From an optimization exercise on the open Yosys and OpenROAD flow, aimed at small area, a short achievable clock period and few clock cycles per item; shortcuts taken in it are not production practice. Where RTL was checked, it was by simulation tests only, not by an equivalence proof against the original. Power is estimated from default activity; no workload was simulated.

== the baseline ==
// cffu_chk
module cffu_chk (
    input  wire        clk,
    input  wire        rst,           
    input  wire        cmd_valid,
    output wire        cmd_ready,
    input  wire        cmd_crc32,     
    input  wire [19:0] cmd_len,       
    input  wire [31:0] cmd_expect,    
    input  wire        in_valid,
    output wire        in_ready,
    input  wire [31:0] in_data,
    output reg         done,
    output wire [31:0] result,
    output reg         match
);
    localparam [31:0] CRC_POLY = 32'hEDB88320;
    reg         cr_q;         
    reg         rdy_q;        
    reg         st_ini;       
    reg         st_run;       
    reg         st_afin;      
    reg         st_inv;       
    reg         st_fin;       
    reg  [3:0]  kcnt;
    reg         qstep, a_ex, b_ex;
    reg  [4:0]  icnt;
    reg         empty;        
    reg         alg_crc;
    reg  [1:0]  zpad;         
    reg  [31:0] expect_q;
    reg  [17:0] wcnt;         
    reg         wpart;        
    reg         last1;        
    reg  [31:0] in_q;
    reg         in_v, in_l;
    reg  [9:0]  sw_s;
    reg  [11:0] sw_w;
    reg         sw_v, sw_l;
    reg  [16:0] xq;           
  ...
clock: 8.0 ns
lec_check: 0
cap_margin: 20
core_margin: 2
core_utilization: 40
setup_slack_margin: 5
slew_margin: 20
standard.sh (not shown) runs the stock make flow with config.mk's settings and CLKGATE_MAP_FILE= SYNTH_SCRIPT=/design/flow/synth_recipe.tcl, a recipe that flattens the netlist after the stock synthesis.
==> flow/flow/run.sh <==
#!/bin/bash
# Standard synthesis, then the combinational logic between the standard
# synthesis's registers is re-mapped by ABC for delay (registers, their names
# and cell types are kept as they are), then the standard layout with
# port buffers of our choosing.
set -euo pipefail
W=$(pwd)
R=$W/orfs/results/$FLOW_PLATFORM/cffu_chk/base
LIB=$FLOW_HOME/platforms/$FLOW_PLATFORM/lib/sky130_fd_sc_hd__tt_025C_1v80.lib

bash standard.sh synth > $W/flow_synth.log 2>&1

cp $R/1_2_yosys.v $W/standard_synth.v
DUARGS=""
for c in $(cat $W/flow/dontuse.txt); do DUARGS="$DUARGS -dont_use $c"; done
sed -e "s#@LIB@#$LIB#g" -e "s#@IN@#$W/standard_synth.v#" -e "s#@OUT@#$W/remapped.v#" \
    -e "s#@SCRIPT@#$W/flow/remap.abc#" -e "s#@DU@#$DUARGS#" $W/flow/remap.ys > $W/remap_run.ys
yosys -l $W/flow_remap.log -q $W/remap_run.ys > /dev/null 2>&1
cp $W/remapped.v $R/1_2_yosys.v
rm -f $R/1_synth.odb $R/1_synth.sdc

# port buffers: see flow/ports.tcl
export DONT_BUFFER_PORTS=1
export PRE_GLOBAL_PLACE_TCL=$W/flow/ports.tcl
bash standard.sh > $W/flow_layout.log 2>&1
Other scripts of this flow, unchanged in this note and not shown: flow/flow/dontuse.txt, flow/flow/ports.tcl, flow/flow/remap.abc, flow/flow/remap.ys
Testbench counts of the baseline, summed over its fixed seeds: cycles 47,128, bytes 184,073.
Modified inputs, the candidate compared to the baseline
--- a/flow/design.v
+++ b/flow/design.v
@@ -26,14 +26,12 @@
     reg  [4:0]  icnt;
     reg         empty;        
     reg         alg_crc;
     reg  [1:0]  zpad;         
     reg  [31:0] expect_q;
     reg  [17:0] wcnt;         
-    reg         wpart;        
-    reg         last1;        
     reg  [31:0] in_q;
     reg         in_v, in_l;
     reg  [9:0]  sw_s;
     reg  [11:0] sw_w;
     reg         sw_v, sw_l;
     reg  [16:0] xq;           
@@ -84,20 +82,22 @@
             3'd6: mul15 = 7'd90;
             default: mul15 = 7'd105;
         endcase
     endfunction
     wire [17:0] len_w  = cmd_len[19:2];
     wire        len_p  = |cmd_len[1:0];
-    wire        wc0    = (wcnt == 18'd0);
     wire        wc1    = (wcnt == 18'd1);
     wire        wc2    = (wcnt == 18'd2);
-    reg  [17:0] wdec;
+    wire        last1  = in_v ? wc2 : wc1;
+    reg  [17:0] nwords, wdec;
     integer     k;
     always @(*) begin
-        for (k = 0; k < 18; k = k + 1)
-            wdec[k] = wcnt[k] ^ ~(|(wcnt & ((18'd1 << k) - 18'd1)));
+        for (k = 0; k < 18; k = k + 1) begin
+            nwords[k] = len_w[k] ^ (len_p & (&(len_w | ~((18'd1 << k) - 18'd1))));
+            wdec[k]   = wcnt[k] ^ ~(|(wcnt & ((18'd1 << k) - 18'd1)));
+        end
     end
     reg [31:0] tmask;
     always @(*) begin
         case (zpad)
             2'd1:    tmask = 32'h00FFFFFF;
             2'd2:    tmask = 32'h0000FFFF;
@@ -186,21 +186,16 @@
         if (cr_q) begin
             alg_crc  <= cmd_crc32;
             zpad     <= -cmd_len[1:0];
             expect_q <= cmd_expect;
             empty    <= (cmd_len == 20'd0);
         end
-        if (cr_q) begin
-            wcnt  <= len_w;
-            wpart <= len_p;
-            last1 <= (len_w == 18'd1 && !len_p) || (len_w == 18'd0 && len_p);
-        end else if (take) begin
-            if (!wc0) wcnt <= wdec;
-            else      wpart <= 1'b0;
-            last1 <= (wc2 && !wpart) || (wc1 && wpart);
-        end
+        if (cr_q)
+            wcnt <= nwords;
+        else if (in_v)
+            wcnt <= wdec;
         in_q <= in_m;
         sw_s <= in_v ? s_sum : 10'd0;
         sw_w <= in_v ? w_sum : 12'd0;
         xq   <= x_nx;
         ga_q <= ga_set & ge_a & !a16;
         gb_q <= gb_set & ge_b & !bh[0];
## What came out
The sequential share of layout area reported for the candidate is smaller than that of the baseline by 0.31 points.
Final worst-path setup slack: the candidate vs the baseline up 0.034 ns
Diff the candidate and the baseline: count of non-filler cells in the finished layout higher in the candidate
Data-path buffer share of cell area in the final layout (the candidate over the baseline): decrease, 0.87 points
From the baseline to the candidate the numbers moved as follows: global-route usage now smaller; die area now larger.
Compared with the baseline, the candidate shows shortest period the worst path allows lower by 0.034 ns.
Global-route wire length before repair delta (the candidate − the baseline): unfavourable
[diff] post-route total power, the candidate relative to the baseline: improvement
Compared with the baseline, in the candidate detailed-route wire length on metal 1 went down, global-route track usage on met1 went down.
Testbench counts of the candidate, summed over its fixed seeds: cycles 47,128, bytes 184,073.

---

wip/harbor:
cffu_chk, a different RTL version from the one above (not shown whole).
Size: roughly 2100 cells after synthesis, about 130 I/O pins, ~14000 um^2 of cells after synthesis.
clock: 8.0 ns
lec_check: 0
cap_margin: 20
core_margin: 2
core_utilization: 52
setup_slack_margin: 5
slew_margin: 20
tns_end_percent: 0
==> flow/flow/run.sh <==
#!/bin/bash
# Standard synthesis, then the combinational logic between the standard
# synthesis's registers is re-mapped by ABC for delay (registers, their names
# and cell types are kept as they are), then the standard layout with
# port buffers of our choosing.
set -euo pipefail
W=$(pwd)
R=$W/orfs/results/$FLOW_PLATFORM/cffu_chk/base
LIB=$FLOW_HOME/platforms/$FLOW_PLATFORM/lib/sky130_fd_sc_hd__tt_025C_1v80.lib

bash standard.sh synth > $W/flow_synth.log 2>&1

cp $R/1_2_yosys.v $W/standard_synth.v
DUARGS=""
for c in $(cat $W/flow/dontuse.txt); do DUARGS="$DUARGS -dont_use $c"; done
sed -e "s#@LIB@#$LIB#g" -e "s#@IN@#$W/standard_synth.v#" -e "s#@OUT@#$W/remapped.v#" \
    -e "s#@SCRIPT@#$W/flow/remap.abc#" -e "s#@DU@#$DUARGS#" $W/flow/remap.ys > $W/remap_run.ys
yosys -l $W/flow_remap.log -q $W/remap_run.ys > /dev/null 2>&1
cp $W/remapped.v $R/1_2_yosys.v
rm -f $R/1_synth.odb $R/1_synth.sdc

# repair settings, if any
if [[ -f $W/flow/env.sh ]]; then source $W/flow/env.sh; fi
# port buffers: see flow/ports.tcl
export DONT_BUFFER_PORTS=1
export PRE_GLOBAL_PLACE_TCL=$W/flow/ports.tcl
bash standard.sh > $W/flow_layout.log 2>&1
Other scripts of this flow, unchanged in this note and not shown: flow/flow/dontuse.txt, flow/flow/env.sh, flow/flow/ports.tcl, flow/flow/remap.abc, flow/flow/remap.ys
Having completed the whole flow, wip/harbor delivered a layout that passed the timing, DRC and antenna checks.
Setup changes, wip/harbor to wip/nickel
--- a/flow/design.v
+++ b/flow/design.v
@@ -27,12 +27,13 @@
     reg         empty;        
     reg         alg_crc;
     reg  [1:0]  zpad;         
     reg  [31:0] expect_q;
     reg  [17:0] wcnt;         
     reg         in_v;         
+    reg         last1;        
     reg  [9:0]  sw_s;
     reg  [11:0] sw_w;
     reg         sw_v, sw_l;
     reg  [16:0] xq;           
     reg         ga_q, gb_q;   
     reg  [15:0] lo, hi;       
@@ -82,13 +83,14 @@
         endcase
     endfunction
     wire [17:0] len_w  = cmd_len[19:2];
     wire        len_p  = |cmd_len[1:0];
     wire        wc1    = (wcnt == 18'd1);
     wire        wc2    = (wcnt == 18'd2);
-    wire        last1  = in_v ? wc2 : wc1;
+    wire        wc3    = (wcnt == 18'd3);
+    wire        last1_n = take ? (in_v ? wc3 : wc2) : (in_v ? wc2 : wc1);
     wire        crc_last = st_run & alg_crc & take & last1;
     reg  [17:0] nwords, wdec;
     integer     k;
     always @(*) begin
         for (k = 0; k < 18; k = k + 1) begin
             nwords[k] = len_w[k] ^ (len_p & (&(len_w | ~((18'd1 << k) - 18'd1))));
@@ -258,12 +260,16 @@
             empty    <= (cmd_len == 20'd0);
         end
         if (cr_q)
             wcnt <= nwords;
         else if (in_v)
             wcnt <= wdec;
+        if (cr_q)
+            last1 <= (len_w == 18'd1 && !len_p) || (len_w == 18'd0 && len_p);
+        else
+            last1 <= last1_n;
         sw_s <= take ? s_sum : 10'd0;
         sw_w <= take ? w_sum : 12'd0;
         xq   <= x_nx;
         ga_q <= ga_set & ge_a & !a16;
         gb_q <= gb_set & ge_b & !bh[0];
         if (st_ini) begin
==> notes.md <==
Cell area after synthesis (higher): wip/harbor. Summary of wip/nickel over wip/harbor: total power consumption of the routed design climbed about 7%; power density relative to cell area went up; cell internal power dissipation moved up; via count now smaller. Diff wip/harbor -> wip/nickel | combinational logic power | up by more than 10%. From wip/harbor to wip/nickel the numbers moved as follows: net load switching power went up by about 12%; largest fanout on the critical path went down by 3; combined area of the multi-input logic cells went up by 3.6%; sequential share of layout area went down by 0.54 points; static leakage power went up by about 3.6%. wip/nickel vs wip/harbor — global-route wire length before repair dropped by a few percent.
Testbench counts of wip/nickel, summed over its fixed seeds: cycles 47,128, bytes 184,073.
For wip/harbor, only the layout was checked, not whether the RTL still works.

-- what the ideal ports hide --
In the flow no input, the clock included, has a driving cell. The finished layouts below were timed again as built, in two steps. Step 1: set_driving_cell puts a clkbuf_16 on clk and a buf_2 on each other input, an assumption about the parent block. Step 2 moves the port delays by t, midway between the first and last clock arrival at a register: inputs arrive t later, outputs are due t later. That takes back most of the time a late clock gives input paths. a / b / c = ideal / step 1 / step 2; a / b = the first two.
run | t (ns) | slack for setup (ns) | worst hold slack (ns) | latest minus earliest clock arrival (ns)
the baseline | 0.524 | 4.641 / 4.641 / 4.641 | 0.418 / 0.418 / 0.418 | 0.019 / 0.019
the candidate | 0.506 | 4.674 / 4.674 / 4.397 | 0.402 / 0.402 / 0.402 | 0.028 / 0.029
wip/harbor | 0.480 | 3.598 / 3.598 / 3.255 | 0.408 / 0.408 / 0.408 | 0.015 / 0.014
wip/nickel | 0.480 | 4.282 / 4.269 / 3.789 | 0.404 / 0.404 / 0.404 | 0.009 / 0.009
After both steps setup and hold are still met in every run listed. For wip/nickel, which loses most, drivers alone change the setup slack by -0.013 ns; drivers and shift together by -0.493 ns.
